From an optimization exercise on the open Yosys and OpenROAD flow, aimed at small area, a short achievable clock period and few clock cycles; shortcuts taken in it are not production practice. Only simulation tests tie the RTL to the original design; equivalence was not proved. Power is estimated from default activity; no workload was simulated.

$ cat flow/flow/run.sh
#!/bin/bash
# Layout flow: the standard ORFS flow (standard.sh, unchanged synthesis and
# steps), with a larger setup-repair margin so that repair_timing keeps sizing
# the critical paths well below the 17 ns clock. The SDC is not changed.
set -uo pipefail
bash standard.sh SETUP_SLACK_MARGIN=12 finish > standard_flow.log 2>&1
rc=$?
tail -20 standard_flow.log
exit $rc
$ cat flow/standard.sh
#!/bin/bash
# synth_recipe.tcl (not shown) runs the flow's synth.tcl, then flattens the netlist and writes it again
# the make line also repeats each setting of config.mk as NAME=value (left out here)
make -C /OpenROAD-flow-scripts/flow DESIGN_CONFIG=/design/flow/config.mk WORK_HOME=/design/flow/orfs CLKGATE_MAP_FILE= SYNTH_SCRIPT=/design/flow/synth_recipe.tcl "${@:-finish}"
$ cat flow/config.mk
export PLATFORM = sky130hd
export DESIGN_NAME = pple
export DESIGN_NICKNAME = pple
export VERILOG_FILES = /design/flow/design.v
export SDC_FILE = /design/flow/constraint.sdc
export NUM_CORES = 4
export LEC_CHECK = 0
export CAP_MARGIN = 20
export CORE_MARGIN = 2
export CORE_UTILIZATION = 50
export PLACE_DENSITY = 0.6
export SLEW_MARGIN = 20
$ cat flow/constraint.sdc
create_clock -name core_clock -period 17.0 [get_ports {clk}]
set_input_delay 3.4000 -clock core_clock [delete_from_list [all_inputs] [get_ports {clk}]]
set_output_delay 3.4000 -clock core_clock [all_outputs]
set_load 0.01 [all_outputs]
$ cat flow/design.v
module pple (
    input  wire        clk,
    input  wire        rst,
    input  wire        host_wr,
    input  wire        host_rd,
    input  wire [11:0] host_addr,
    input  wire [31:0] host_wdata,
    output wire [31:0] host_rdata,
    output wire        busy,
    output reg         mem_req,
    output reg         mem_we,
    output reg  [11:0] mem_addr,
    output reg  [31:0] mem_wdata,
    input  wire        mem_gnt,
    input  wire [31:0] mem_rdata
);
    localparam [13:0] MEM_WORDS = 14'd4096;
    localparam integer DEPTH = 3;
    localparam [7:0] OK          = 8'd0;
    localparam [7:0] ERR_CMD     = 8'd1;
    localparam [7:0] ERR_PAL     = 8'd2;
    localparam [7:0] ERR_DEPTH   = 8'd3;
    localparam [7:0] ERR_DIM     = 8'd4;
    localparam [7:0] ERR_PARAM   = 8'd5;
    localparam [7:0] ERR_RANGE   = 8'd6;
    localparam [7:0] ERR_ADDR    = 8'd7;
    localparam [7:0] ERR_OVERLAP = 8'd8;
    localparam [7:0] OP_NOP    = 8'h00;
    localparam [7:0] OP_GETPIX = 8'h01;
    localparam [7:0] OP_SETPIX = 8'h02;
    localparam [7:0] OP_UNPACK = 8'h10;
    localparam [7:0] OP_EXPAND = 8'h11;
    localparam [7:0] OP_NARROW = 8'h12;
    localparam [7:0] OP_THRESH = 8'h13;
    localparam [7:0] OP_MAP    = 8'h20;
    localparam [7:0] OP_MAPM   = 8'h21;
    localparam [2:0] S_IDLE = 3'd0;
    localparam [2:0] S_CHK1 = 3'd1;
    localparam [2:0] S_MUL  = 3'd2;
    localparam [2:0] S_CHK2 = 3'd3;
    localparam [2:0] S_RUN  = 3'd4;
    localparam [2:0] CV_UNP1 = 3'd0;    
    localparam [2:0] CV_UNP2 = 3'd1;    
    localparam [2:0] CV_EXP2 = 3'd2;    
    localparam [2:0] CV_EXP4 = 3'd3;    
    localparam [2:0] CV_NAR  = 3'd4;    
    localparam [2:0] CV_THR1 = 3'd5;    
    localparam [2:0] CV_THRN = 3'd6;    
    reg [31:0] cmd_r;
    reg [7:0]  status;
    reg [8:1]  faults;
    reg [31:0] seq;
    reg [31:0] x_r, y_r, val_r, nlev_r;
    reg [31:0] vmap0, vmap1, vmap2, vmap3;
    reg [31:0] src_base, src_w, src_h;
    reg [5:0]  src_d;
    reg [31:0] dst_base, dst_w, dst_h;
    reg [5:0]  dst_d;
    reg        dst_pal;
    reg [31:0] msk_base, msk_w, msk_h;
    reg [2047:0] lutv;               
    reg [2:0]  state;
    reg        busy_r;
    assign busy = busy_r;
    function legal_depth(input [5:0] d);
        legal_depth = (d == 6'd1) || (d == 6'd2) || (d == 6'd4) ||
                      (d == 6'd8) || (d == 6'd16) || (d == 6'd32);
    endfunction
    function [2:0] log2d(input [5:0] d);
        case (d)
            6'd1:    log2d = 3'd0;
            6'd2:    log2d = 3'd1;
            6'd4:    log2d = 3'd2;
            6'd8:    log2d = 3'd3;
            6'd16:   log2d = 3'd4;
            default: log2d = 3'd5;
        endcase
    endfunction
    function [31:0] wpl(input [31:0] w, input [5:0] d);
        reg [37:0] bits;
        begin
            bits = {6'd0, w} << log2d(d);
            bits = bits + 38'd31;
            wpl  = legal_depth(d) ? bits[36:5] : 32'd0;
        end
    endfunction
    function [31:0] lut_groups(input [2047:0] v, input [7:0] ix);
        reg [15:0] hi, lo;
        integer k;
        begin
            for (k = 0; k < 16; k = k + 1) begin
                hi[k] = (ix[7:4] == k);
                lo[k] = (ix[3:0] == k);
            end
            lut_groups = 32'd0;
            for (k = 0; k < 256; k = k + 1)
                lut_groups[8*(k/64) +: 8] = lut_groups[8*(k/64) +: 8] |
                                            (v[8*k +: 8] & {8{hi[k/16] & lo[k%16]}});
        end
    endfunction
    wire [31:0] src_wpl = wpl(src_w, src_d);
    wire [31:0] dst_wpl = wpl(dst_w, dst_d);
    wire [31:0] msk_wpl = wpl(msk_w, 6'd1);
    reg [12:0] swq, dwq, mwq;        
    reg        swb, dwb, mwb;        
    always @(posedge clk) begin
        swq <= src_wpl[12:0];
        dwq <= dst_wpl[12:0];
        mwq <= msk_wpl[12:0];
        swb <= (src_wpl[31:13] != 0);
        dwb <= (dst_wpl[31:13] != 0);
        mwb <= (msk_wpl[31:13] != 0);
    end
    wire [7:0] op   = cmd_r[7:0];
    wire [1:0] rs   = cmd_r[9:8];
    wire       flag = cmd_r[8];
    reg decode_ok;
    always @(*) begin
        case (op)
            OP_NOP, OP_UNPACK, OP_EXPAND, OP_MAP, OP_MAPM:
                decode_ok = (cmd_r[31:8] == 0);
            OP_GETPIX, OP_SETPIX:
                decode_ok = (cmd_r[31:10] == 0) && (rs != 2'd3);
            OP_NARROW, OP_THRESH:
                decode_ok = (cmd_r[31:9] == 0);
            default:
                decode_ok = 1'b0;
        endcase
    end
    reg [31:0] r_base, r_w, r_h;
    reg [12:0] r_wq;
    reg        r_wb;
    reg [5:0]  r_d;
    always @(*) begin
        case (rs)
            2'd0:    begin r_base = src_base; r_w = src_w; r_h = src_h; r_d = src_d; r_wq = swq; r_wb = swb; end
            2'd1:    begin r_base = dst_base; r_w = dst_w; r_h = dst_h; r_d = dst_d; r_wq = dwq; r_wb = dwb; end
            default: begin r_base = msk_base; r_w = msk_w; r_h = msk_h; r_d = 6'd1;  r_wq = mwq; r_wb = mwb; end
        endcase
    end
    wire is_pix  = (op == OP_GETPIX) || (op == OP_SETPIX);
    wire is_conv = (op == OP_UNPACK) || (op == OP_EXPAND) || (op == OP_NARROW) || (op == OP_THRESH);
    wire is_map  = (op == OP_MAP) || (op == OP_MAPM);
    wire is_mapm = (op == OP_MAPM);
    wire src_dims = (src_w != 0) && (src_h != 0);
    wire dst_dims = (dst_w != 0) && (dst_h != 0);
    wire msk_dims = (msk_w != 0) && (msk_h != 0);
    reg pair_ok;
    always @(*) begin
        case (op)
            OP_UNPACK: pair_ok = (src_d == 6'd1 && (dst_d == 6'd2 || dst_d == 6'd4 ||
                                                    dst_d == 6'd8 || dst_d == 6'd16)) ||
                                 (src_d == 6'd2 && dst_d == 6'd8);
            OP_EXPAND: pair_ok = (src_d == 6'd2 || src_d == 6'd4) && dst_d == 6'd8;
            OP_NARROW: pair_ok = (src_d == 6'd16) && dst_d == 6'd8;
            default:   pair_ok = (src_d == 6'd8) && (dst_d == 6'd1 || dst_d == 6'd2 ||
                                                     dst_d == 6'd4 || dst_d == 6'd8);
        endcase
    end
    wire [8:0] max_levels = 9'd1 << dst_d[3:0];
    wire thresh_param_bad = (dst_d != 6'd1) &&
                            ((nlev_r < 32'd2) || (nlev_r > {23'd0, max_levels}) || flag);
    reg [7:0] pre_code;
    always @(*) begin
        pre_code = OK;
        if (!decode_ok)
            pre_code = ERR_CMD;
        else begin
            case (op)
                OP_NOP: pre_code = OK;
                OP_GETPIX, OP_SETPIX: begin
                    if (!legal_depth(r_d))                      pre_code = ERR_DEPTH;
                    else if (r_w == 0 || r_h == 0)              pre_code = ERR_DIM;
                    else if (x_r >= r_w || y_r >= r_h)          pre_code = ERR_RANGE;
                end
                OP_UNPACK, OP_EXPAND, OP_NARROW, OP_THRESH: begin
                    if (!pair_ok)                               pre_code = ERR_DEPTH;
                    else if (!src_dims || dst_w != src_w || dst_h != src_h)
                                                                pre_code = ERR_DIM;
                    else if (op == OP_THRESH && thresh_param_bad)
                                                                pre_code = ERR_PARAM;
                end
                OP_MAP: begin
                    if (dst_pal)                                pre_code = ERR_PAL;
                    else if (dst_d != 6'd8 && dst_d != 6'd32)   pre_code = ERR_DEPTH;
                    else if (!dst_dims)                         pre_code = ERR_DIM;
                end
                default: begin  
                    if (dst_pal)                                pre_code = ERR_PAL;
                    else if (dst_d != 6'd8 && dst_d != 6'd32)   pre_code = ERR_DEPTH;
                    else if (!dst_dims || !msk_dims)            pre_code = ERR_DIM;
                end
            endcase
        end
    end
    reg [31:0] a_base, a_h, b_base, b_h;
    reg [12:0] a_wq, b_wq;
    reg        a_wb, b_wb;
    always @(*) begin
        if (m_pix) begin
            a_base = r_base;   a_h = r_h;   a_wq = r_wq; a_wb = r_wb;
            b_base = r_base;   b_h = y_r;   b_wq = r_wq; b_wb = r_wb;
        end else if (m_conv) begin
            a_base = src_base; a_h = src_h; a_wq = swq;  a_wb = swb;
            b_base = dst_base; b_h = dst_h; b_wq = dwq;  b_wb = dwb;
        end else begin
            a_base = dst_base; a_h = dst_h; a_wq = dwq;  a_wb = dwb;
            b_base = msk_base; b_h = msk_h; b_wq = mwq;  b_wb = mwb;
        end
    end
    reg  [25:0] prod_a, prod_b;
    reg         a_ok, b_ok;
    reg  [1:0]  mk;
    wire        small_h = (a_h[12:4] == 9'd0) && (b_h[12:4] == 9'd0);
    wire [15:0] a_h16 = {3'd0, a_h[12:0]};
    wire [15:0] b_h16 = {3'd0, b_h[12:0]};
    wire [1:0]  nib_i = (state == S_CHK1) ? 2'd0 : mk;
    wire [3:0]  nib_a = a_h16[{nib_i, 2'b00} +: 4];
    wire [3:0]  nib_b = b_h16[{nib_i, 2'b00} +: 4];
    wire        mul0  = (state == S_CHK1) || (mk == 2'd3);
    wire [25:0] acc_a = mul0 ? 26'd0 : {prod_a[21:0], 4'd0};
    wire [25:0] acc_b = mul0 ? 26'd0 : {prod_b[21:0], 4'd0};
    wire [25:0] mul_a = acc_a + a_wq * nib_a;
    wire [25:0] mul_b = acc_b + b_wq * nib_b;
    wire [32:0] a_end = {1'b0, a_base} + {7'd0, prod_a};
    wire [32:0] b_end = {1'b0, b_base} + {7'd0, prod_b};
    wire a_in = a_ok && (a_end <= {19'd0, MEM_WORDS});
    wire b_in = b_ok && (b_end <= {19'd0, MEM_WORDS});
    wire ab_ovl = ({1'b0, a_base} < b_end) && ({1'b0, b_base} < a_end);
    reg [7:0] fin_code;
    always @(*) begin
        fin_code = OK;
        if (is_pix) begin
            if (!a_in) fin_code = ERR_ADDR;
        end else if (op == OP_MAP) begin
            if (!a_in) fin_code = ERR_ADDR;
        end else begin
            if (!a_in || !b_in) fin_code = ERR_ADDR;
            else if (ab_ovl)    fin_code = ERR_OVERLAP;
        end
    end
    reg        m_conv, m_map, m_mapm, m_pix, m_get, m_d32;
    reg [31:0] fd [0:DEPTH-1];
    reg [11:0] fa [0:DEPTH-1];
    reg [3:0]  fs [0:DEPTH-1];
    reg [1:0]  cnt;
    reg [1:0]  wq_n;
    reg [31:0] wbuf;
    reg [11:0] qa0, qa1;
    reg        rv, rv_mask;          
    reg [11:0] rv_addr;
    reg [3:0]  rv_sel;
    reg        bus_mask;             
    reg [3:0]  bus_sel;
    reg [11:0] rg_addr;
    reg [12:0] rg_cnt;
    reg        rg_done;
    reg [12:0] yrem;
    reg [18:0] mrem;
    reg [4:0]  xlo;
    reg [11:0] mrow, maddr;
    reg [31:0] xw;
    wire [31:0] mword = xw;
    reg        mw_valid, mw_wait;
    reg [3:0]  pad_sel;
    wire [18:0] mw_cap = (msk_w[31:18] != 0) ? 19'h40000 : {1'b0, msk_w[17:0]};
    reg        cu_done;
    reg [2:0]  cv;
    reg [2:0]  ldd;
    reg [4:0]  pin;
    reg [4:0]  rot_oh;
    reg [3:0]  sps_m1;
    reg [2:0]  spd_m1;
    reg [5:0]  ob;
    reg        expn;
    reg        inv;
    reg        wb;
    reg [7:0]  thr_m;
    reg [17:0] cu_rem;
    reg        row_end;
    reg [5:0]  vbr;
    wire [31:0] tmask = ~(32'hffffffff >> vbr);
    reg [3:0]  ss;
    reg [2:0]  g;
    reg [4:0]  pos;
    reg        mp;
    reg [4:0]  amt;
    reg [4:0]  amt2;
    reg        pph;
    reg [2:0]  pl_r;
    wire [5:0]  pd_r = 6'd1 << pl_r;
    wire [31:0] pmask = ~(32'hffffffff << pd_r) | {32{pl_r == 3'd5}};
    reg        s2_v, s2_wr;
    wire [31:0] s2_sv = xw;
    reg [4:0]  s2_pos;
    reg [31:0] acc;
    wire [15:0] hr = acc[15:0];
    reg [11:0] cu_daddr;
    wire [31:0] hd = fd[0];
    wire        hv = (cnt != 2'd0);
    wire [7:0]  idx0 = !busy_r ? host_addr[9:2] : (mp ? hd[15:8] : hd[31:24]);
    wire [7:0]  idx1 = mp ? hd[7:0] : hd[23:16];
    wire [31:0] lg0  = lut_groups(lutv, idx0);
    wire [31:0] lg1  = lut_groups(lutv, idx1);
    wire [7:0]  lut0 = lg0[7:0] | lg0[15:8] | lg0[23:16] | lg0[31:24];
    wire [7:0]  lut1 = lg1[7:0] | lg1[15:8] | lg1[23:16] | lg1[31:24];
    reg [31:0] rdata_q;
    reg        lrd_sel;
    assign host_rdata = lrd_sel ? {24'd0, rdata_q[7:0] | rdata_q[15:8] | rdata_q[23:16] | rdata_q[31:24]}
                                : rdata_q;
    wire free     = !mem_req || mem_gnt;
    wire wr_taken = mem_req && mem_we && mem_gnt;
    wire rv_data  = rv && !rv_mask;
    wire q_room   = (wq_n != 2'd2);
    wire        go2      = (state == S_CHK2) && (fin_code == OK) && !m_pix;
    wire        rg_active = (state == S_RUN) || go2;
    wire [12:0] rg_cnt_cur = (state == S_CHK2) ? prod_a[12:0] : rg_cnt;
    wire        lin_mode = m_conv || m_pix;
    wire        last_wc  = (cu_rem == 18'd0);
    wire        last_y   = (yrem == 13'd0);
    wire        y_out    = (rg_cnt == 13'd0);
    wire        x_out    = (mrem == 19'd0);
    wire [3:0]  m_in     = {mrem != 19'd0, mrem > 19'd1, mrem > 19'd2, mrem > 19'd3};
    wire [3:0]  pad_now  = last_wc ? pad_sel : 4'hf;
    wire [3:0]  msel     = m_in & mword[31:28];
    wire [3:0]  sel8     = pad_now & (m_mapm ? msel : 4'hf);
    wire        sel32    = !m_mapm || (m_in[3] && mword[31]);
    wire [3:0]  rsel     = m_d32 ? {4{sel32}} : sel8;
    wire rg_skiprow  = m_mapm && x_out;
    wire rg_needmask = m_mapm && !mw_valid;
    wire map_active  = m_map && !rg_done && !(m_mapm && y_out);
    wire want_mask   = map_active && !rg_skiprow && rg_needmask && !mw_wait;
    wire want_data   = lin_mode ? (rg_cnt_cur != 13'd0)
                                : (map_active && !rg_skiprow && !rg_needmask && (rsel != 4'd0));
    wire       pop;
    wire [2:0] occ    = {1'b0, cnt} + {2'd0, rv_data} + {2'd0, (mem_req && !mem_we && !bus_mask)};
    wire       credit = (occ < DEPTH + {2'd0, pop});
    wire       rd_ok  = rg_active && ((want_data && credit) || want_mask);
    wire       wr_any  = (wq_n != 2'd0) || cu_push;
    wire       use_rd  = rd_ok && !(wq_n == 2'd2);
    wire       rd_go   = free && use_rd;
    wire       rd_go_data = rd_go && want_data && credit;
    wire       rd_go_mask = rd_go && !(want_data && credit);
    wire [11:0] rd_addr = (want_data && credit) ? rg_addr : maddr;
    function [7:0] tq(input [7:0] s, input [7:0] m);
        reg [16:0] p, f;
        begin
            p  = s * m + 17'd127;
            f  = (p + 17'd1 + (p >> 8)) >> 8;
            tq = f[7:0];
        end
    endfunction
    wire [7:0] q0 = tq(hd[31:24], thr_m);
    wire [7:0] q1 = tq(hd[23:16], thr_m);
    reg [31:0] sv;
    integer p;
    always @(*) begin
        sv = 32'd0;
        case (cv)
            CV_UNP1: begin
                case (ldd)
                    3'd1: for (p = 0; p < 16; p = p + 1)
                              sv[31-2*p -: 2] = hd[31-p] ? vmap1[1:0] : vmap0[1:0];
                    3'd2: for (p = 0; p < 8; p = p + 1)
                              sv[31-4*p -: 4] = hd[31-p] ? vmap1[3:0] : vmap0[3:0];
                    3'd3: for (p = 0; p < 4; p = p + 1)
                              sv[31-8*p -: 8] = hd[31-p] ? vmap1[7:0] : vmap0[7:0];
                    default: for (p = 0; p < 2; p = p + 1)
                              sv[31-16*p -: 16] = hd[31-p] ? vmap1[15:0] : vmap0[15:0];
                endcase
            end
            CV_UNP2: begin
                for (p = 0; p < 4; p = p + 1)
                    case (hd[31-2*p -: 2])
                        2'd0:    sv[31-8*p -: 8] = vmap0[7:0];
                        2'd1:    sv[31-8*p -: 8] = vmap1[7:0];
                        2'd2:    sv[31-8*p -: 8] = vmap2[7:0];
                        default: sv[31-8*p -: 8] = vmap3[7:0];
                    endcase
            end
            CV_EXP2: begin
                for (p = 0; p < 4; p = p + 1)
                    sv[31-8*p -: 8] = {4{hd[31-2*p -: 2]}};
            end
            CV_EXP4: begin
                for (p = 0; p < 4; p = p + 1)
                    sv[31-8*p -: 8] = {2{hd[31-4*p -: 4]}};
            end
            CV_NAR:
                sv = wb ? {hd[31:24], hd[15:8], 16'd0} : {hd[23:16], hd[7:0], 16'd0};
            CV_THR1:
                sv = {hd[31] ^ inv, hd[23] ^ inv, hd[15] ^ inv, hd[7] ^ inv, 28'd0};
            default: begin
                case (ldd)
                    3'd1:    sv = {q0[1:0], q1[1:0], 28'd0};
                    3'd2:    sv = {q0[3:0], q1[3:0], 24'd0};
                    default: sv = {q0, q1, 16'd0};
                endcase
            end
        endcase
    end
    wire        cv_wr   = expn || (g == spd_m1) || row_end;
    wire        cv_pop  = (ss == sps_m1) || row_end;
    wire        s2_go   = s2_v && (!s2_wr || q_room);
    wire        cv_step = m_conv && hv && !cu_done && (!s2_v || s2_go);
    wire [17:0] rem_nx  = row_end ? src_w[17:0] : (cu_rem - {13'd0, pin});
    wire        re_nx   = (rem_nx <= {13'd0, pin});
    wire [5:0]  vb_nx   = re_nx ? ({1'b0, rem_nx[4:0]} << ldd) : 6'd32;
    wire [31:0] s2_word = acc | (s2_sv >> s2_pos);
    wire [3:0]  hsel = fs[0];
    wire [31:0] map_word = m_d32 ? {hr, lut0, hd[7:0]}
                                 : {hsel[3] ? hr[15:8] : hd[31:24],
                                    hsel[2] ? hr[7:0]  : hd[23:16],
                                    hsel[1] ? lut0     : hd[15:8],
                                    hsel[0] ? lut1     : hd[7:0]};
    wire map_step = m_map && hv && (!mp || q_room);
    wire pix_rot  = m_pix && hv && !cu_done && (amt != 5'd0);
    wire pix_fin  = m_pix && hv && !cu_done && (amt == 5'd0) && (m_get || pph) && (m_get || q_room);
    wire pix_ins  = m_pix && hv && !cu_done && (amt == 5'd0) && !m_get && !pph;
    wire        run      = (state == S_RUN);
    wire        cu_push  = run && ((s2_go && s2_wr) || (map_step && mp) || (pix_fin && !m_get));
    wire [31:0] cu_word  = m_conv ? s2_word : m_map ? map_word : hd;
    wire [11:0] cu_waddr = m_conv ? cu_daddr : fa[0];
    assign pop = run && ((cv_step && cv_pop) || (map_step && mp) || pix_fin);
    wire [4:0]  amt_oh  = amt & (~amt + 5'd1);
    wire [4:0]  rot_sel = m_pix ? amt_oh : rot_oh;
    wire        rot_now = run && ((cv_step && !cv_pop) || pix_rot);
    reg  [31:0] hd_rot;
    always @(*) begin
        case (rot_sel)
            5'b00001: hd_rot = {hd[30:0], hd[31]};
            5'b00010: hd_rot = {hd[29:0], hd[31:30]};
            5'b00100: hd_rot = {hd[27:0], hd[31:28]};
            5'b01000: hd_rot = {hd[23:0], hd[31:24]};
            default:  hd_rot = {hd[15:0], hd[31:16]};
        endcase
    end
    wire work_done = m_map ? rg_done : (cu_done && !s2_v);
    wire all_done  = work_done && (cnt == 2'd0) && !rv && !cu_push &&
                     !(mem_req && !mem_we) &&
                     ((wq_n == 2'd0) || (wq_n == 2'd1 && wr_taken));
    wire [15:0] whi, wlo;
    genvar gk;
    generate
        for (gk = 0; gk < 16; gk = gk + 1) begin : g_wdec
            assign whi[gk] = (host_addr[9:6] == gk);
            assign wlo[gk] = (host_addr[5:2] == gk);
        end
    endgenerate
    wire lut_we = host_wr && !host_rd && !busy_r && (host_addr[11:10] == 2'b10) && !rst;
    integer j;
    always @(posedge clk) begin
        for (j = 0; j < 256; j = j + 1)
            if (lut_we && whi[j/16] && wlo[j%16])
                lutv[8*j +: 8] <= host_wdata[7:0];
    end
    integer i;
    always @(posedge clk) begin
        if (rst) begin
            cnt <= 2'd0;
        end else begin
            cnt <= cnt - {1'b0, pop} + {1'b0, rv_data};
        end
        for (i = 0; i < DEPTH; i = i + 1) begin
            if (pop) begin
                if (i + 1 < cnt) begin
                    fd[i] <= fd[(i + 1) % DEPTH];
                    fa[i] <= fa[(i + 1) % DEPTH];
                    fs[i] <= fs[(i + 1) % DEPTH];
                end else if (rv_data && i + 1 == cnt) begin
                    fd[i] <= mem_rdata;
                    fa[i] <= rv_addr;
                    fs[i] <= rv_sel;
                end
            end else if (rv_data && i == cnt) begin
                fd[i] <= mem_rdata;
                fa[i] <= rv_addr;
                fs[i] <= rv_sel;
            end else if (i == 0 && rot_now) begin
                fd[0] <= hd_rot;
            end else if (i == 0 && pix_ins && run) begin
                fd[0] <= (hd & ~pmask) | (val_r & pmask);
            end
        end
    end
    always @(posedge clk) begin
        if (rst) begin
            wq_n    <= 2'd0;
            mem_req <= 1'b0;
            mem_we  <= 1'b0;
            rv      <= 1'b0;
            rv_mask <= 1'b0;
        end else begin
            rv      <= mem_req && mem_gnt && !mem_we;
            rv_mask <= bus_mask;
            rv_addr <= mem_addr;
            rv_sel  <= bus_sel;
            wq_n <= wq_n - {1'b0, wr_taken} + {1'b0, cu_push};
            if ((wq_n == 2'd0 && cu_push) || (wr_taken && (wq_n == 2'd2 || cu_push))) begin
                mem_wdata <= (wr_taken && wq_n == 2'd2) ? wbuf : cu_word;
                qa0       <= (wr_taken && wq_n == 2'd2) ? qa1 : cu_waddr;
            end
            if (wq_n == 2'd1 && cu_push) begin
                wbuf <= cu_word;
                qa1  <= cu_waddr;
            end
            if (free) begin
                if (rd_go) begin
                    mem_req  <= 1'b1;
                    mem_we   <= 1'b0;
                    mem_addr <= rd_addr;
                    bus_mask <= !(want_data && credit);
                    bus_sel  <= rsel;
                end else if (wr_taken ? (wq_n == 2'd2 || cu_push) : wr_any) begin
                    mem_req  <= 1'b1;
                    mem_we   <= 1'b1;
                    mem_addr <= wr_taken ? ((wq_n == 2'd2) ? qa1 : cu_waddr)
                                         : ((wq_n != 2'd0) ? qa0 : cu_waddr);
                end else begin
                    mem_req  <= 1'b0;
                    mem_we   <= 1'b0;
                end
            end
        end
    end
    wire [2:0]  pl     = log2d(r_d);
    wire [5:0]  pd     = 6'd1 << pl;
    wire [4:0]  pr1    = ((x_r[4:0] << pl) + pd[4:0]);
    wire [31:0] pxw    = x_r >> (3'd5 - pl);
    wire [2:0]  sl     = log2d(src_d);
    wire [2:0]  dl     = log2d(dst_d);
    wire [9:0]  ra     = host_addr[11:2];
    always @(posedge clk) begin
        if (rst) begin
            cmd_r    <= 32'd0;
            status   <= 8'd0;
            faults   <= 8'd0;
            seq      <= 32'd0;
            x_r      <= 32'd0;
            y_r      <= 32'd0;
            val_r    <= 32'd0;
            nlev_r   <= 32'd0;
            vmap0    <= 32'd0;
            vmap1    <= 32'd0;
            vmap2    <= 32'd0;
            vmap3    <= 32'd0;
            src_base <= 32'd0;
            src_w    <= 32'd0;
            src_h    <= 32'd0;
            src_d    <= 6'd0;
            dst_base <= 32'd0;
            dst_w    <= 32'd0;
            dst_h    <= 32'd0;
            dst_d    <= 6'd0;
            dst_pal  <= 1'b0;
            msk_base <= 32'd0;
            msk_w    <= 32'd0;
            msk_h    <= 32'd0;
            rdata_q  <= 32'd0;
            lrd_sel  <= 1'b0;
            state    <= S_IDLE;
            busy_r   <= 1'b0;
            m_conv   <= 1'b0;
            m_map    <= 1'b0;
            m_mapm   <= 1'b0;
            m_pix    <= 1'b0;
            m_get    <= 1'b0;
            rg_done  <= 1'b1;
            rg_cnt   <= 13'd0;
            cu_done  <= 1'b1;
            s2_v     <= 1'b0;
            mp       <= 1'b0;
            mw_valid <= 1'b0;
            mw_wait  <= 1'b0;
        end else begin
            if (rv && rv_mask) begin
                xw       <= mem_rdata;
                mw_valid <= 1'b1;
                mw_wait  <= 1'b0;
            end
            case (state)
                S_IDLE: begin
                    if (host_rd) begin
                        lrd_sel <= (host_addr[11:10] == 2'b10);
                        case (ra)
                            10'h000: rdata_q <= cmd_r;
                            10'h001: rdata_q <= {24'd0, status};
                            10'h002: rdata_q <= {23'd0, faults, 1'b0};
                            10'h003: rdata_q <= seq;
                            10'h004: rdata_q <= x_r;
                            10'h005: rdata_q <= y_r;
                            10'h006: rdata_q <= val_r;
                            10'h007: rdata_q <= nlev_r;
                            10'h008: rdata_q <= vmap0;
                            10'h009: rdata_q <= vmap1;
                            10'h00a: rdata_q <= vmap2;
                            10'h00b: rdata_q <= vmap3;
                            10'h010: rdata_q <= src_base;
                            10'h011: rdata_q <= src_w;
                            10'h012: rdata_q <= src_h;
                            10'h013: rdata_q <= {26'd0, src_d};
                            10'h014: rdata_q <= src_wpl;
                            10'h018: rdata_q <= dst_base;
                            10'h019: rdata_q <= dst_w;
                            10'h01a: rdata_q <= dst_h;
                            10'h01b: rdata_q <= {23'd0, dst_pal, 2'd0, dst_d};
                            10'h01c: rdata_q <= dst_wpl;
                            10'h020: rdata_q <= msk_base;
                            10'h021: rdata_q <= msk_w;
                            10'h022: rdata_q <= msk_h;
                            10'h024: rdata_q <= msk_wpl;
                            default: rdata_q <= (host_addr[11:10] == 2'b10) ? lg0 : 32'd0;
                        endcase
                    end else if (host_wr) begin
                        case (ra)
                            10'h000: begin
                                cmd_r  <= host_wdata;
                                m_conv <= (host_wdata[7:2] == 6'b000100);
                                m_map  <= (host_wdata[7:1] == 7'b0010000);
                                m_mapm <= (host_wdata[7:0] == OP_MAPM);
                                m_pix  <= (host_wdata[7:0] == OP_GETPIX) || (host_wdata[7:0] == OP_SETPIX);
                                m_get  <= (host_wdata[7:0] == OP_GETPIX);
                                seq    <= seq + 32'd1;
                                state  <= S_CHK1;
                                busy_r <= 1'b1;
                            end
                            10'h002: faults   <= faults & ~host_wdata[8:1];
                            10'h004: x_r      <= host_wdata;
                            10'h005: y_r      <= host_wdata;
                            10'h006: val_r    <= host_wdata;
                            10'h007: nlev_r   <= host_wdata;
                            10'h008: vmap0    <= host_wdata;
                            10'h009: vmap1    <= host_wdata;
                            10'h00a: vmap2    <= host_wdata;
                            10'h00b: vmap3    <= host_wdata;
                            10'h010: src_base <= host_wdata;
                            10'h011: src_w    <= host_wdata;
                            10'h012: src_h    <= host_wdata;
                            10'h013: src_d    <= host_wdata[5:0];
                            10'h018: dst_base <= host_wdata;
                            10'h019: dst_w    <= host_wdata;
                            10'h01a: dst_h    <= host_wdata;
                            10'h01b: begin
                                dst_d   <= host_wdata[5:0];
                                dst_pal <= host_wdata[8];
                            end
                            10'h020: msk_base <= host_wdata;
                            10'h021: msk_w    <= host_wdata;
                            10'h022: msk_h    <= host_wdata;
                            default: ;
                        endcase
                    end
                end
                S_CHK1: begin
                    prod_a <= mul_a;
                    prod_b <= mul_b;
                    a_ok   <= (a_h[31:13] == 0) && !a_wb;
                    b_ok   <= (b_h[31:13] == 0) && !b_wb;
                    mk     <= 2'd3;
                    if (pre_code != OK) begin
                        status <= pre_code;
                        faults[pre_code[3:0]] <= 1'b1;
                        state  <= S_IDLE;
                        busy_r <= 1'b0;
                    end else if (op == OP_NOP) begin
                        status <= OK;
                        state  <= S_IDLE;
                        busy_r <= 1'b0;
                    end else
                        state <= small_h ? S_CHK2 : S_MUL;
                    m_d32    <= (dst_d == 6'd32);
                    rg_done  <= !is_map;
                    rg_addr  <= is_map ? dst_base[11:0] : src_base[11:0];
                    yrem     <= dst_h[12:0] - 13'd1;
                    rg_cnt   <= (msk_h[31:13] != 0) ? 13'h1fff : msk_h[12:0];
                    mrem     <= (msk_w[31:18] != 0) ? 19'h40000 : {1'b0, msk_w[17:0]};
                    xlo      <= 5'd0;
                    mrow     <= msk_base[11:0];
                    maddr    <= msk_base[11:0];
                    mw_valid <= 1'b0;
                    mw_wait  <= 1'b0;
                    case (dst_w[1:0])
                        2'd1:    pad_sel <= 4'b1000;
                        2'd2:    pad_sel <= 4'b1100;
                        2'd3:    pad_sel <= 4'b1110;
                        default: pad_sel <= 4'b1111;
                    endcase
                    cu_done  <= is_map;
                    mp       <= 1'b0;
                    s2_v     <= 1'b0;
                    cu_rem   <= is_map ? {5'd0, dwq - 13'd1} : src_w[17:0];
                    row_end  <= 1'b0;
                    vbr      <= 6'd32;
                    cu_daddr <= dst_base[11:0];
                    ss       <= 4'd0;
                    g        <= 3'd0;
                    pos      <= 5'd0;
                    acc      <= 32'd0;
                    ldd      <= dl;
                    inv      <= flag;
                    wb       <= flag;
                    thr_m    <= (dst_d == 6'd1) ? 8'd1 : (nlev_r[7:0] - 8'd1);
                    amt      <= pr1;
                    amt2     <= 5'd0 - pr1;
                    pph      <= 1'b0;
                    pl_r     <= pl;
                    expn     <= 1'b1;
                    spd_m1   <= 3'd0;
                    ob       <= 6'd32;
                    case (op)
                        OP_UNPACK: begin
                            if (src_d == 6'd1) begin
                                cv     <= CV_UNP1;
                                pin    <= 5'd16 >> (dl - 3'd1);
                                rot_oh <= 5'd16 >> (dl - 3'd1);
                                sps_m1 <= (4'd1 << dl) - 4'd1;
                            end else begin
                                cv     <= CV_UNP2;
                                pin    <= 5'd4;
                                rot_oh <= 5'd8;
                                sps_m1 <= 4'd3;
                            end
                        end
                        OP_EXPAND: begin
                            cv     <= (src_d == 6'd2) ? CV_EXP2 : CV_EXP4;
                            pin    <= 5'd4;
                            rot_oh <= (src_d == 6'd2) ? 5'd8 : 5'd16;
                            sps_m1 <= (src_d == 6'd2) ? 4'd3 : 4'd1;
                        end
                        OP_NARROW: begin
                            cv     <= CV_NAR;
                            pin    <= 5'd2;
                            rot_oh <= 5'd16;
                            sps_m1 <= 4'd0;
                            expn   <= 1'b0;
                            spd_m1 <= 3'd1;
                            ob     <= 6'd16;
                        end
                        default: begin  
                            expn <= 1'b0;
                            if (dst_d == 6'd1) begin
                                cv     <= CV_THR1;
                                pin    <= 5'd4;
                                rot_oh <= 5'd16;
                                sps_m1 <= 4'd0;
                                spd_m1 <= 3'd7;
                                ob     <= 6'd4;
                            end else begin
                                cv     <= CV_THRN;
                                pin    <= 5'd2;
                                rot_oh <= 5'd16;
                                sps_m1 <= 4'd1;
                                spd_m1 <= (dst_d == 6'd2) ? 3'd7 : (dst_d == 6'd4) ? 3'd3 : 3'd1;
                                ob     <= {1'b0, dst_d[3:0], 1'b0};
                            end
                        end
                    endcase
                end
                S_MUL: begin
                    prod_a <= mul_a;
                    prod_b <= mul_b;
                    mk     <= mk - 2'd1;
                    if (mk == 2'd0)
                        state <= S_CHK2;
                end
                S_CHK2: begin
                    if (m_pix)
                        rg_addr <= r_base[11:0] + prod_b[11:0] + pxw[11:0];
                    if (m_pix)
                        rg_cnt  <= 13'd1;
                    else if (m_conv)
                        rg_cnt  <= prod_a[12:0];
                    row_end <= (src_w[17:0] <= {13'd0, pin});
                    vbr     <= (src_w[17:0] <= {13'd0, pin}) ? ({1'b0, src_w[4:0]} << ldd) : 6'd32;
                    if (fin_code != OK) begin
                        status <= fin_code;
                        faults[fin_code[3:0]] <= 1'b1;
                        state  <= S_IDLE;
                        busy_r <= 1'b0;
                    end else
                        state  <= S_RUN;
                end
                S_RUN: begin
                    if (cv_step) begin
                        row_end <= re_nx;
                        vbr     <= vb_nx;
                        cu_rem  <= rem_nx;
                        if (row_end) begin
                            yrem    <= yrem - 13'd1;
                            if (yrem == 13'd0)
                                cu_done <= 1'b1;
                            ss  <= 4'd0;
                            g   <= 3'd0;
                            pos <= 5'd0;
                        end else begin
                            ss  <= cv_pop ? 4'd0 : ss + 4'd1;
                            g   <= cv_wr ? 3'd0 : g + 3'd1;
                            pos <= cv_wr ? 5'd0 : pos + ob[4:0];
                        end
                        s2_v   <= 1'b1;
                        xw     <= sv & tmask;
                        s2_pos <= pos;
                        s2_wr  <= cv_wr;
                    end else if (s2_go)
                        s2_v <= 1'b0;
                    if (s2_go) begin
                        if (s2_wr) begin
                            acc      <= 32'd0;
                            cu_daddr <= cu_daddr + 12'd1;
                        end else
                            acc <= s2_word;
                    end
                    if (map_step) begin
                        mp <= !mp;
                        if (!mp)
                            acc[15:0] <= {lut0, lut1};
                    end
                    if (pix_rot)
                        amt <= amt & ~amt_oh;
                    if (pix_ins) begin
                        pph <= 1'b1;
                        amt <= amt2;
                    end
                    if (pix_fin) begin
                        cu_done <= 1'b1;
                        if (m_get)
                            val_r <= hd & pmask;
                    end
                    if (all_done) begin
                        state   <= S_IDLE;
                        busy_r  <= 1'b0;
                        status  <= OK;
                        m_conv  <= 1'b0;
                        m_map   <= 1'b0;
                        m_mapm  <= 1'b0;
                        m_pix   <= 1'b0;
                    end
                end
                default: state <= S_IDLE;
            endcase
            if (rg_active) begin
                    if (lin_mode) begin
                        if (rd_go_data) begin
                            rg_addr <= rg_addr + 12'd1;
                            rg_cnt  <= rg_cnt_cur - 13'd1;
                        end
                    end else if (m_map && !rg_done) begin
                        if (m_mapm && y_out) begin
                            rg_done <= 1'b1;
                        end else if (rg_skiprow || (!rg_needmask && (rd_go_data || rsel == 4'd0))) begin
                            if (rg_skiprow || last_wc) begin
                                if (last_y)
                                    rg_done <= 1'b1;
                                yrem     <= yrem - 13'd1;
                                rg_cnt   <= rg_cnt - 13'd1;
                                cu_rem   <= {5'd0, dwq - 13'd1};
                                mrem     <= mw_cap;
                                xlo      <= 5'd0;
                                rg_addr  <= rg_addr + cu_rem[11:0] + 12'd1;
                                mrow     <= mrow + mwq[11:0];
                                maddr    <= mrow + mwq[11:0];
                                mw_valid <= 1'b0;
                            end else begin
                                cu_rem  <= cu_rem - 18'd1;
                                rg_addr <= rg_addr + 12'd1;
                                if (m_d32) begin
                                    mrem  <= (mrem == 19'd0) ? 19'd0 : mrem - 19'd1;
                                    xlo   <= xlo + 5'd1;
                                    xw    <= {mword[30:0], 1'b0};
                                    if (xlo == 5'd31) begin
                                        mw_valid <= 1'b0;
                                        maddr    <= maddr + 12'd1;
                                    end
                                end else begin
                                    mrem  <= (mrem < 19'd4) ? 19'd0 : mrem - 19'd4;
                                    xlo   <= xlo + 5'd4;
                                    xw    <= {mword[27:0], 4'd0};
                                    if (xlo[4:2] == 3'd7) begin
                                        mw_valid <= 1'b0;
                                        maddr    <= maddr + 12'd1;
                                    end
                                end
                            end
                        end else if (rd_go_mask) begin
                            mw_wait <= 1'b1;
                        end
                    end
            end
        end
    end
endmodule
==> results of run 1 <==
## power groups by stage
stage	clock, mW	sequential, mW	combinational, mW
after detailed placement	0	9.06	0.791
after global placement	0	9.06	0.784
after floorplan	0	9.04	0.328
after CTS	8.44	8.88	1.00
## cells in the mapped netlist (30+ instances only)
library cell	n	share of area, %
edfxtp_1	2614	42
nand2_1	2304	4.7
nor2_1	1595	3.2
a22oi_1	1327	5.4
a21oi_1	1291	3.5
clkbuf_1	1097	2.2
dfxtp_1	744	8.0
mux2i_1	558	3.0
o21ai_0	525	1.4
a221oi_1	481	2.3
ha_1	424	2.9
nand4_1	421	1.4
a22o_1	409	1.9
inv_1	373	0.75
nand3_1	368	0.99
nor3_1	249	0.67
xor2_1	248	1.2
xnor2_1	222	1.0
o22ai_1	220	0.74
nor4_1	207	0.70
fa_1	172	1.9
mux2_2	163	0.99
buf_1	162	0.33
a32oi_1	152	0.72
and2_1	134	0.45
a211oi_1	132	0.53
a31oi_1	130	0.44
nor2b_1	127	0.43
a222oi_1	124	0.67
nand2b_1	93	0.31
a21boi_0	88	0.36
a21o_1	87	0.35
o211ai_1	87	0.35
and3_1	68	0.23
or3_1	60	0.20
o21a_1	53	0.21
a311oi_1	50	0.24
or4_1	50	0.20
or2_2	45	0.15
mux4_2	43	0.52
a221o_1	37	0.20
a32o_1	36	0.19
o21bai_1	35	0.14
buf_2	31	0.084
o31ai_1	30	0.12
## metal layers
metal	GRT overflow	track usage (%)
met5	173	74.6
met4	5010	103
met3	1183	87.9
met2	16200	118
met1	1386	93.4
## worst min-delay path by stage
stage               cells after the start                 start  slack, ns             endpoint
floorplan                               0  bus_sel[0]$_DFFE_PP_       0.40  rv_sel[0]$_DFFE_PN_
global placement                        0  bus_sel[2]$_DFFE_PP_       0.40  rv_sel[2]$_DFFE_PN_
detailed placement                      0  bus_sel[2]$_DFFE_PP_       0.41  rv_sel[2]$_DFFE_PN_
CTS                                     0  bus_sel[2]$_DFFE_PP_       0.43  rv_sel[2]$_DFFE_PN_
## per-stage QoR
| step | power (mW) | utilization (%) |
|---|---|---|
| after CTS | 18.3 | 64.1 |
| after detailed placement | 9.85 | 54.3 |
| after global placement | 9.85 | 54.2 |
| after floorplan | 9.37 | - |
## cells by family after synthesis
logic type,after synthesis
simple gates,5824
fa+ha+maj,596
xor+xnor,472
compound gates,5491
flops,3358
buf+inv,1681
mux,766
## repair_timing
action                                  in CTS
gates resized for setup                   2807
gates cloned                                93
setup buffers                             1016
endpoints found under the setup margin    3176
pin swaps                                  715
==> results.py, run 1 <==
metrics = {
    "placed_design": {
        "hpwl_um": 1180000,
        "port-buffer-count": 157,
        "place_congestion": 1.53,
        "dp.cells": 22900,
        "post-place-ws_ns": 6.43,
        "placed_cell_area_mm2": 0.200,
    },
    "synthesis": {
        "synth_compound_area_share_pct": 20.7,
        "syn_area_mm2": 0.186,
        "synth_nets": 18900,
        "synth-seq-cells": 3358,
        "synthXorXnorAreaFrac_pct": 2.23,
        "yosys_warnings": 4,
        "synth_fa_ha_area_share_pct": 4.71,
        "synth_edf_count": 2614,
        "synth_simple_gate_area_share_pct": 14.1,
        "synth-seq-area-share_pct": 50.3,
        "syn_inst": 18200,
        "synth_flop_cell": "edfxtp_1",
        "synthMuxAreaShare_pct": 4.53,
        "ys_types": 111,
        "syn_avg_cell_area_um2": 10.2,
        "async_flop_share_pct": 0,
        "synth_top_family_by_area": "compound AO/OA/AOI/OAI gates",
    },
    "cts": {
        "htreeDepth": 5,
        "cts_made_buffers": 362,
        "cts-hold-fix-buffers": 0,
        "cts.sinks": 3358,
        "cts_root_buffer": "clkbuf_16",
        "clk_path_buf_depth": 4,
    },
    "global_routing": {
        "grt_max_degree": 188,
        "grt_pass1_vias": 241000,
        "grt.total_usage_pct": 99.8,
        "grt-ovfl-total": 24000,
        "grt_pass1_wl_um": 2600000,
    },
    "floorplan": {
        "rows": 223,
        "chipWidth_um": 613,
        "dieHeight_um": 613,
        "io_pins": 160,
        "start_util_pct": 50.3,
    },
    "run_status": {
        "status": "aborted with a tool error",
        "lastStage": "5_1_grt",
        "tool.error": "[ERROR GRT-0116] Global routing finished with congestion. Check the congestion regions in the DRC Viewer.",
    },
}
Testbench counts, summed over its fixed seeds: cycles 183,875.
==> run 2, diff against run 1 <==
--- a/flow/design.v
+++ b/flow/design.v
@@ -410,8 +410,10 @@
     wire [3:0]  hsel = fs[0];
-    wire [31:0] map_word = m_d32 ? {hr, lut0, hd[7:0]}
-                                 : {hsel[3] ? hr[15:8] : hd[31:24],
-                                    hsel[2] ? hr[7:0]  : hd[23:16],
-                                    hsel[1] ? lut0     : hd[15:8],
-                                    hsel[0] ? lut1     : hd[7:0]};
-    wire map_step = m_map && hv && (!mp || q_room);
+    reg  [15:0] mlo;
+    reg  [11:0] mwa;
+    reg         mpend;
+    wire [31:0] map_word = {hr, mlo};
+    wire [15:0] map_hi = m_d32 ? {lut0, lut1} : {hsel[3] ? lut0 : hd[31:24], hsel[2] ? lut1 : hd[23:16]};
+    wire [15:0] map_lo = m_d32 ? {lut0, hd[7:0]} : {hsel[1] ? lut0 : hd[15:8], hsel[0] ? lut1 : hd[7:0]};
+    wire map_push = m_map && mpend && q_room;
+    wire map_step = m_map && hv && (mp || !mpend || q_room);
     wire pix_rot  = m_pix && hv && !cu_done && (amt != 5'd0);
@@ -420,5 +422,5 @@
     wire        run      = (state == S_RUN);
-    wire        cu_push  = run && ((s2_go && s2_wr) || (map_step && mp) || (pix_fin && !m_get));
+    wire        cu_push  = run && ((s2_go && s2_wr) || map_push || (pix_fin && !m_get));
     wire [31:0] cu_word  = m_conv ? s2_word : m_map ? map_word : hd;
-    wire [11:0] cu_waddr = m_conv ? cu_daddr : fa[0];
+    wire [11:0] cu_waddr = m_conv ? cu_daddr : m_map ? mwa : fa[0];
     assign pop = run && ((cv_step && cv_pop) || (map_step && mp) || pix_fin);
@@ -438,3 +440,3 @@
     wire work_done = m_map ? rg_done : (cu_done && !s2_v);
-    wire all_done  = work_done && (cnt == 2'd0) && !rv && !cu_push &&
+    wire all_done  = work_done && (cnt == 2'd0) && !rv && !cu_push && !mpend &&
                      !(mem_req && !mem_we) &&
@@ -449,3 +451,16 @@
     endgenerate
-    wire lut_we = host_wr && !host_rd && !busy_r && (host_addr[11:10] == 2'b10) && !rst;
+    reg        lw_v;
+    reg [7:0]  lw_a, lw_d;
+    always @(posedge clk) begin
+        lw_v <= host_wr && !busy_r && (host_addr[11:10] == 2'b10) && !rst;
+        lw_a <= host_addr[9:2];
+        lw_d <= host_wdata[7:0];
+    end
+    wire [15:0] lhi, llo;
+    generate
+        for (gk = 0; gk < 16; gk = gk + 1) begin : g_ldec
+            assign lhi[gk] = (lw_a[7:4] == gk);
+            assign llo[gk] = (lw_a[3:0] == gk);
+        end
+    endgenerate
     integer j;
@@ -453,5 +468,6 @@
         for (j = 0; j < 256; j = j + 1)
-            if (lut_we && whi[j/16] && wlo[j%16])
-                lutv[8*j +: 8] <= host_wdata[7:0];
+            if (lw_v && lhi[j/16] && llo[j%16])
+                lutv[8*j +: 8] <= lw_d;
     end
+    wire lw_hit = lw_v && (lw_a == host_addr[9:2]);
     integer i;
@@ -572,2 +588,3 @@
             mp       <= 1'b0;
+            mpend    <= 1'b0;
             mw_valid <= 1'b0;
@@ -611,5 +628,6 @@
                             10'h024: rdata_q <= msk_wpl;
-                            default: rdata_q <= (host_addr[11:10] == 2'b10) ? lg0 : 32'd0;
+                            default: rdata_q <= (host_addr[11:10] != 2'b10) ? 32'd0 : lw_hit ? {24'd0, lw_d} : lg0;
                         endcase
-                    end else if (host_wr) begin
+                    end
+                    if (host_wr) begin
                         case (ra)
@@ -689,2 +707,3 @@
                     mp       <= 1'b0;
+            mpend    <= 1'b0;
                     s2_v     <= 1'b0;
@@ -812,2 +831,4 @@
                     end
+                    if (map_push)
+                        mpend <= 1'b0;
                     if (map_step) begin
@@ -815,3 +836,8 @@
                         if (!mp)
-                            acc[15:0] <= {lut0, lut1};
+                            acc[15:0] <= map_hi;
+                        else begin
+                            mlo   <= map_lo;
+                            mwa   <= fa[0];
+                            mpend <= 1'b1;
+                        end
                     end
--- a/flow/flow/run.sh
+++ b/flow/flow/run.sh
@@ -5,3 +5,3 @@
 set -uo pipefail
-bash standard.sh SETUP_SLACK_MARGIN=12 finish > standard_flow.log 2>&1
+bash standard.sh SETUP_SLACK_MARGIN=10 finish > standard_flow.log 2>&1
 rc=$?
==> run 2 against run 1 <==
Compared with the run above: the run again fails in 5_1_grt; area after synthesis increased by 0.56%; synthesized cell count is 1.1% lower.
==> results.py, run 2 <==
metrics = {
    "run_status": {
        "status": "aborted with a tool error",
        "lastStage": "5_1_grt",
        "tool.error": "[ERROR GRT-0116] Global routing finished with congestion. Check the congestion regions in the DRC Viewer.",
    },
    "synthesis": {
        "synth_commonest_cells": "2642 x edfxtp_1, 2261 x nand2_1, 1671 x nor2_1",
        "synthMuxAreaShare_pct": 4.35,
        "synthTopCellsByArea": "edfxtp_1 42%, dfxtp_1 8.2%, nand2_1 4.5%, a221oi_1 4.5%, a22o_1 4.1%",
        "synth_flop_cell": "edfxtp_1",
        "synth-seq-cells": 3404,
        "synth_compound_area_share_pct": 21.1,
        "synth_simple_gate_area_share_pct": 14.1,
        "syn_area_mm2": 0.187,
        "synth_nets": 18700,
        "ys_types": 105,
        "yosys_warnings": 4,
        "synth.most_common_cell": "edfxtp_1",
        "synth_top_area_share_pct": 42.5,
        "syn_inst": 18000,
        "synthXorXnorAreaFrac_pct": 2.08,
        "synth_fa_ha_area_share_pct": 4.69,
        "async_flop_share_pct": 0,
        "synth-seq-area-share_pct": 50.7,
        "synth_largest_area_cell": "edfxtp_1",
        "synth_top_family_by_area": "compound AO/OA/AOI/OAI gates",
        "synth_edf_count": 2642,
        "syn_avg_cell_area_um2": 10.4,
    },
    "placed_design": {
        "port-buffer-count": 157,
        "hpwl_um": 1180000,
        "place_congestion": 1.51,
    },
    "floorplan": {
        "io_pins": 160,
        "rows": 224,
        "dieHeight_um": 615,
        "start_util_pct": 50.2,
        "chipWidth_um": 615,
    },
    "cts": {
        "cts_root_buffer": "clkbuf_16",
        "cts_made_buffers": 376,
        "cts.sinks": 3404,
        "htreeDepth": 5,
        "clk_path_buf_depth": 4,
    },
    "global_routing": {
        "grt.total_usage_pct": 95.6,
        "grt-ovfl-total": 16500,
        "grt_pass1_vias": 234000,
        "grt_pass1_wl_um": 2540000,
        "grt_max_degree": 171,
    },
}
==> run 2: power groups by stage <==
stage | combinational, mW | sequential (mW) | clock, mW
after floorplan | 0.246 | 9.22 | 0
after global placement | 0.641 | 9.20 | 0
after detailed placement | 0.649 | 9.21 | 0
after CTS | 0.717 | 9.03 | 8.49
==> run 2: layer usage <==
layer,overflow,track usage [%]
met5,111,69.6
met4,4178,97.1
met3,781,85.3
met2,10500,109
met1,942,92.6
==> run 2: metrics by stage <==
step                setup WS (ns)  cell area (um^2)  power (mW)  hold slack (ns)  std cells
floorplan                    9.98            187000        9.47            0.400      18000
global placement             6.50            200000        9.85            0.433      23000
detailed placement           6.52            201000        9.85            0.414      23000
CTS                          9.64            220000        18.2            0.454      24000
==> run 2: logic make-up after synthesis <==
logic type | Yosys count
muxes | 736
DFF | 3404
AOI/OAI and AO/OA | 5473
buffers and inverters | 1520
adders and majority gates | 596
and+or+nand+nor | 5812
xor gates and xnor gates | 443
==> run 2: worst min path at each step <==
stage	from	endpoint	slack [ns]	cells after the start
floorplan	bus_sel[0]$_DFFE_PP_	rv_sel[0]$_DFFE_PN_	0.40	0
global placement	fa[0][1]$_DFFE_PP_	mwa[1]$_DFFE_PP_	0.43	0
detailed placement	bus_sel[3]$_DFFE_PP_	rv_sel[3]$_DFFE_PN_	0.41	0
CTS	vmap3[9]$_SDFFE_PP0P_	vmap3[9]$_SDFFE_PP0P_	0.45	2
==> run 2: timing repair <==
item                       4_1_cts
hold buffers                     0
hold endpoints to repair         0
cloned                          16
buffers inserted               236
gates resized for setup        908
pin swaps                      180
setup endpoints to repair      260
Testbench counts of run 2, summed over its fixed seeds: cycles 184,550.
==> run 3, diff against run 2 <==
--- a/flow/config.mk
+++ b/flow/config.mk
@@ -9,4 +9,4 @@
 export CORE_MARGIN = 2
-export CORE_UTILIZATION = 50
-export PLACE_DENSITY = 0.6
+export CORE_UTILIZATION = 30
+export PLACE_DENSITY = 0.4
 export SLEW_MARGIN = 20
==> run 3 against run 2 <==
Compared with the run above: the run again fails in 5_1_grt; synthesized cell count is the same; area after synthesis is the same.
==> results.py, run 3 <==
metrics = {
    "global_routing": {
        "grt.total_usage_pct": 68.7,
        "grt_max_degree": 169,
        "grt_pass1_vias": 211000,
        "grt_pass1_wl_um": 2790000,
        "grt-ovfl-total": 373,
    },
    "placed_design": {
        "placed_cell_area_mm2": 0.209,
        "place_congestion": 1.27,
        "post-place-ws_ns": 6.04,
        "port-buffer-count": 157,
        "hpwl_um": 1570000,
    },
    "floorplan": {
        "rows": 289,
        "io_pins": 160,
        "start_util_pct": 30.1,
        "dieHeight_um": 793,
        "chipWidth_um": 793,
    },
    "cts": {
        "cts-hold-fix-buffers": 0,
        "cts_made_buffers": 414,
        "cts.sinks": 3404,
        "cts_root_buffer": "clkbuf_16",
        "clk_path_buf_depth": 4,
        "htreeDepth": 5,
    },
    "synthesis": {
        "async_flop_share_pct": 0,
        "synth_largest_area_cell": "edfxtp_1",
        "synth-seq-cells": 3404,
        "synth_flop_cell": "edfxtp_1",
        "synth-seq-area-share_pct": 50.7,
        "synthTopCellsByArea": "edfxtp_1 42%, dfxtp_1 8.2%, nand2_1 4.5%, a221oi_1 4.5%, a22o_1 4.1%",
        "syn_area_mm2": 0.187,
        "synth_commonest_cells": "2642 x edfxtp_1, 2261 x nand2_1, 1671 x nor2_1",
        "syn_inst": 18000,
        "syn_avg_cell_area_um2": 10.4,
        "synth.most_common_cell": "edfxtp_1",
        "yosys_warnings": 4,
        "synth_edf_count": 2642,
        "ys_types": 105,
        "synth_nets": 18700,
        "synth_top_area_share_pct": 42.5,
    },
    "run_status": {
        "status": "aborted with a tool error",
        "lastStage": "5_1_grt",
        "tool.error": "[ERROR GRT-0116] Global routing finished with congestion. Check the congestion regions in the DRC Viewer.",
    },
}
-- run 3: what timing repair did --
item	in CTS
gates resized for setup	976
pin swaps	221
endpoints found under the setup margin	309
gates cloned	30
setup buffers	328
-- run 3: how the worst max path moves through the flow --
stage,endpoint,slack [ns],depth (start not counted)
floorplan,mem_addr[0]$_DFFE_PP_,9.98,34
global placement,acc[9]$_SDFFCE_PN0P_,6.06,16
detailed placement,rdata_q[15]$_SDFFE_PP0P_,6.04,17
CTS,xw[21]$_DFFE_PN_,9.52,30
-- run 3: stage by stage --
step	std cells	utilization (%)
4_1_cts	27700	37.3
3_5_place_dp	26600	33.7
3_3_place_gp	26600	33.7
2_1_floorplan	18000	-
-- run 3: power groups by stage --
| stage | clock network, mW | logic [mW] | registers (mW) |
|---|---|---|---|
| after floorplan | 0 | 0.246 | 9.22 |
| after global placement | 0 | 0.757 | 9.21 |
| after detailed placement | 0 | 0.760 | 9.21 |
| after CTS | 9.41 | 0.812 | 9.03 |
-- run 3: cells by family after synthesis --
logic type | count (synthesis) | share of synthesized area, %
adders and majority gates | 596 | 4.69
muxes | 736 | 4.35
DFF | 3404 | 50.7
and+or+nand+nor | 5812 | 14.1
buffers and inverters | 1520 | 3.10
xor gates and xnor gates | 443 | 2.08
AOI/OAI and AO/OA | 5473 | 21.1
-- run 3: layer usage --
metal	overflow	global-route usage, %
met1	1	70.3
met2	201	84.5
met3	6	52.4
met4	165	67.2
met5	0	25.4
==> run 4, diff against run 3 <==
--- a/flow/design.v
+++ b/flow/design.v
@@ -86,3 +86,3 @@
     endfunction
-    function [31:0] lut_groups(input [2047:0] v, input [7:0] ix);
+    function [63:0] lut_groups(input [2047:0] v, input [7:0] ix);
         reg [15:0] hi, lo;
@@ -94,5 +94,5 @@
             end
-            lut_groups = 32'd0;
+            lut_groups = 64'd0;
             for (k = 0; k < 256; k = k + 1)
-                lut_groups[8*(k/64) +: 8] = lut_groups[8*(k/64) +: 8] |
+                lut_groups[8*(k/32) +: 8] = lut_groups[8*(k/32) +: 8] |
                                             (v[8*k +: 8] & {8{hi[k/16] & lo[k%16]}});
@@ -300,12 +300,14 @@
     wire        hv = (cnt != 2'd0);
-    wire [7:0]  idx0 = !busy_r ? host_addr[9:2] : (mp ? hd[15:8] : hd[31:24]);
-    wire [7:0]  idx1 = mp ? hd[7:0] : hd[23:16];
-    wire [31:0] lg0  = lut_groups(lutv, idx0);
-    wire [31:0] lg1  = lut_groups(lutv, idx1);
-    wire [7:0]  lut0 = lg0[7:0] | lg0[15:8] | lg0[23:16] | lg0[31:24];
-    wire [7:0]  lut1 = lg1[7:0] | lg1[15:8] | lg1[23:16] | lg1[31:24];
-    reg [31:0] rdata_q;
+    wire [7:0]  idx0 = !busy_r ? host_addr[9:2] : hd[31:24];
+    wire [7:0]  idx1 = hd[23:16];
+    wire [63:0] lg0  = lut_groups(lutv, idx0);
+    wire [63:0] lg1  = lut_groups(lutv, idx1);
+    function [7:0] or8(input [63:0] x);
+        or8 = x[7:0] | x[15:8] | x[23:16] | x[31:24] | x[39:32] | x[47:40] | x[55:48] | x[63:56];
+    endfunction
+    wire [7:0]  lut0 = or8(lg0);
+    wire [7:0]  lut1 = or8(lg1);
+    reg [63:0] rdata_q;
     reg        lrd_sel;
-    assign host_rdata = lrd_sel ? {24'd0, rdata_q[7:0] | rdata_q[15:8] | rdata_q[23:16] | rdata_q[31:24]}
-                                : rdata_q;
+    assign host_rdata = lrd_sel ? {24'd0, or8(rdata_q)} : rdata_q[31:0];
     wire free     = !mem_req || mem_gnt;
@@ -344,6 +346,6 @@
     wire [11:0] rd_addr = (want_data && credit) ? rg_addr : maddr;
-    function [7:0] tq(input [7:0] s, input [7:0] m);
+    function [7:0] tq(input [15:0] sm);
         reg [16:0] p, f;
         begin
-            p  = s * m + 17'd127;
+            p  = {1'b0, sm} + 17'd127;
             f  = (p + 17'd1 + (p >> 8)) >> 8;
@@ -352,4 +354,4 @@
     endfunction
-    wire [7:0] q0 = tq(hd[31:24], thr_m);
-    wire [7:0] q1 = tq(hd[23:16], thr_m);
+    wire [15:0] p0 = hd[31:24] * thr_m;
+    wire [15:0] p1 = hd[23:16] * thr_m;
     reg [31:0] sv;
@@ -392,9 +394,4 @@
                 sv = {hd[31] ^ inv, hd[23] ^ inv, hd[15] ^ inv, hd[7] ^ inv, 28'd0};
-            default: begin
-                case (ldd)
-                    3'd1:    sv = {q0[1:0], q1[1:0], 28'd0};
-                    3'd2:    sv = {q0[3:0], q1[3:0], 24'd0};
-                    default: sv = {q0, q1, 16'd0};
-                endcase
-            end
+            default:
+                sv = {p0, p1};
         endcase
@@ -408,3 +405,16 @@
     wire [5:0]  vb_nx   = re_nx ? ({1'b0, rem_nx[4:0]} << ldd) : 6'd32;
-    wire [31:0] s2_word = acc | (s2_sv >> s2_pos);
+    reg  [5:0]  s2_vb;
+    wire [7:0]  q0 = tq(s2_sv[31:16]);
+    wire [7:0]  q1 = tq(s2_sv[15:0]);
+    reg  [31:0] sv2;
+    always @(*) begin
+        if (cv != CV_THRN)
+            sv2 = s2_sv;
+        else case (ldd)
+            3'd1:    sv2 = {q0[1:0], q1[1:0], 28'd0};
+            3'd2:    sv2 = {q0[3:0], q1[3:0], 24'd0};
+            default: sv2 = {q0, q1, 16'd0};
+        endcase
+    end
+    wire [31:0] s2_word = acc | ((sv2 & ~(32'hffffffff >> s2_vb)) >> s2_pos);
     wire [3:0]  hsel = fs[0];
@@ -415,3 +425,3 @@
     wire [15:0] map_hi = m_d32 ? {lut0, lut1} : {hsel[3] ? lut0 : hd[31:24], hsel[2] ? lut1 : hd[23:16]};
-    wire [15:0] map_lo = m_d32 ? {lut0, hd[7:0]} : {hsel[1] ? lut0 : hd[15:8], hsel[0] ? lut1 : hd[7:0]};
+    wire [15:0] map_lo = m_d32 ? {lut0, hd[23:16]} : {hsel[1] ? lut0 : hd[31:24], hsel[0] ? lut1 : hd[23:16]};
     wire map_push = m_map && mpend && q_room;
@@ -427,4 +437,4 @@
     wire [4:0]  amt_oh  = amt & (~amt + 5'd1);
-    wire [4:0]  rot_sel = m_pix ? amt_oh : rot_oh;
-    wire        rot_now = run && ((cv_step && !cv_pop) || pix_rot);
+    wire [4:0]  rot_sel = m_pix ? amt_oh : m_map ? 5'b10000 : rot_oh;
+    wire        rot_now = run && ((cv_step && !cv_pop) || pix_rot || (map_step && !mp));
     reg  [31:0] hd_rot;
@@ -574,3 +584,3 @@
             msk_h    <= 32'd0;
-            rdata_q  <= 32'd0;
+            rdata_q  <= 64'd0;
             lrd_sel  <= 1'b0;
@@ -628,3 +638,3 @@
                             10'h024: rdata_q <= msk_wpl;
-                            default: rdata_q <= (host_addr[11:10] != 2'b10) ? 32'd0 : lw_hit ? {24'd0, lw_d} : lg0;
+                            default: rdata_q <= (host_addr[11:10] != 2'b10) ? 64'd0 : lw_hit ? {56'd0, lw_d} : lg0;
                         endcase
@@ -819,3 +829,4 @@
                         s2_v   <= 1'b1;
-                        xw     <= sv & tmask;
+                        xw     <= sv;
+                        s2_vb  <= vbr;
                         s2_pos <= pos;
==> run 4 against run 3 <==
Compared with the run above: the flow again stops in 5_1_grt; area after synthesis is 1.5% higher; synthesized cell count is 2.4% higher.
==> results.py, run 4 <==
metrics = {
    "run_status": {
        "tool.error": "[ERROR GRT-0116] Global routing finished with congestion. Check the congestion regions in the DRC Viewer.",
        "lastStage": "5_1_grt",
        "status": "aborted with a tool error",
    },
    "global_routing": {
        "grt_max_degree": 102,
        "grt_pass1_wl_um": 2890000,
        "grt-ovfl-total": 586,
        "grt.total_usage_pct": 69.3,
        "grt_pass1_vias": 214000,
    },
    "synthesis": {
        "synth_nets": 19100,
        "synth_largest_area_cell": "edfxtp_1",
        "syn_area_mm2": 0.189,
        "syn_inst": 18400,
        "synth_commonest_cells": "2648 x edfxtp_1, 2403 x nand2_1, 1444 x nor2_1",
        "synth_edf_count": 2648,
        "synth_flop_cell": "edfxtp_1",
        "synth.most_common_cell": "edfxtp_1",
        "synthTopCellsByArea": "edfxtp_1 42%, dfxtp_1 8.4%, nand2_1 4.8%, a22o_1 4.0%, a21oi_1 3.4%",
        "yosys_warnings": 4,
        "synth-seq-cells": 3442,
        "synth_top_area_share_pct": 42.0,
        "synth-seq-area-share_pct": 50.4,
        "ys_types": 123,
        "async_flop_share_pct": 0,
        "syn_avg_cell_area_um2": 10.3,
    },
    "cts": {
        "cts.sinks": 3442,
        "htreeDepth": 5,
        "cts_root_buffer": "clkbuf_16",
        "cts_made_buffers": 421,
        "clk_path_buf_depth": 4,
    },
    "placed_design": {
        "post-place-ws_ns": 6.62,
        "place_congestion": 1.27,
        "port-buffer-count": 157,
        "hpwl_um": 1510000,
        "placed_cell_area_mm2": 0.209,
    },
    "floorplan": {
        "chipWidth_um": 799,
        "start_util_pct": 30.1,
        "dieHeight_um": 799,
        "rows": 291,
        "io_pins": 160,
    },
}
-- run 4: cell types whose count changed after synthesis, sizes merged, moves of 89 or more --
cell and change:
a221o +199, a221oi -396, buf +105, clkbuf +131
nand2 +142, nor2 -225, nor3 +89
-- run 4: power groups by stage --
stage	combinational (mW)	sequential [mW]	clock (mW)
3_3_place_gp	0.906	9.30	0
3_5_place_dp	0.905	9.30	0
4_1_cts	0.977	9.12	9.49
2_1_floorplan	0.340	9.31	0
-- run 4: worst min path at each step --
stage,slack (ns),end,depth (start not counted),start
CTS,0.45,mwa[6]$_DFFE_PP_,0,fa[0][6]$_DFFE_PP_
detailed placement,0.44,mwa[0]$_DFFE_PP_,0,fa[0][0]$_DFFE_PP_
floorplan,0.40,rv_sel[0]$_DFFE_PN_,0,bus_sel[0]$_DFFE_PP_
global placement,0.43,mwa[1]$_DFFE_PP_,0,fa[0][1]$_DFFE_PP_
-- run 4: metal layers --
metal | GRT usage [%] | overflow
met5 | 29.2 | 1
met4 | 64.6 | 275
met1 | 71.1 | 3
met2 | 85.0 | 302
met3 | 54.3 | 5
-- run 4: kinds of logic after synthesis --
kind of cell	count (synthesis)	synth area share, %
flip-flops	3442	50.4
multiplexers	706	4.01
buffers and inverters	1757	3.56
XOR/XNOR	485	2.24
adder cells (fa/ha/maj)	583	4.48
AND/OR/NAND/NOR	5784	13.7
AO/OA/AOI/OAI	5662	21.6
-- run 4: timing repair --
| item | 4_1_cts |
|---|---|
| buffers inserted | 159 |
| endpoints found under the setup margin | 308 |
| hold buffers | 0 |
| pin swaps | 101 |
| cloned | 33 |
| resized for setup | 598 |
-- run 4: per-stage QoR --
stage | util (%) | cells
detailed placement | 33.3 | 26800
floorplan | - | 18400
global placement | 33.3 | 26800
CTS | 36.3 | 27800
Testbench counts of run 4, summed over its fixed seeds: cycles 184,550.
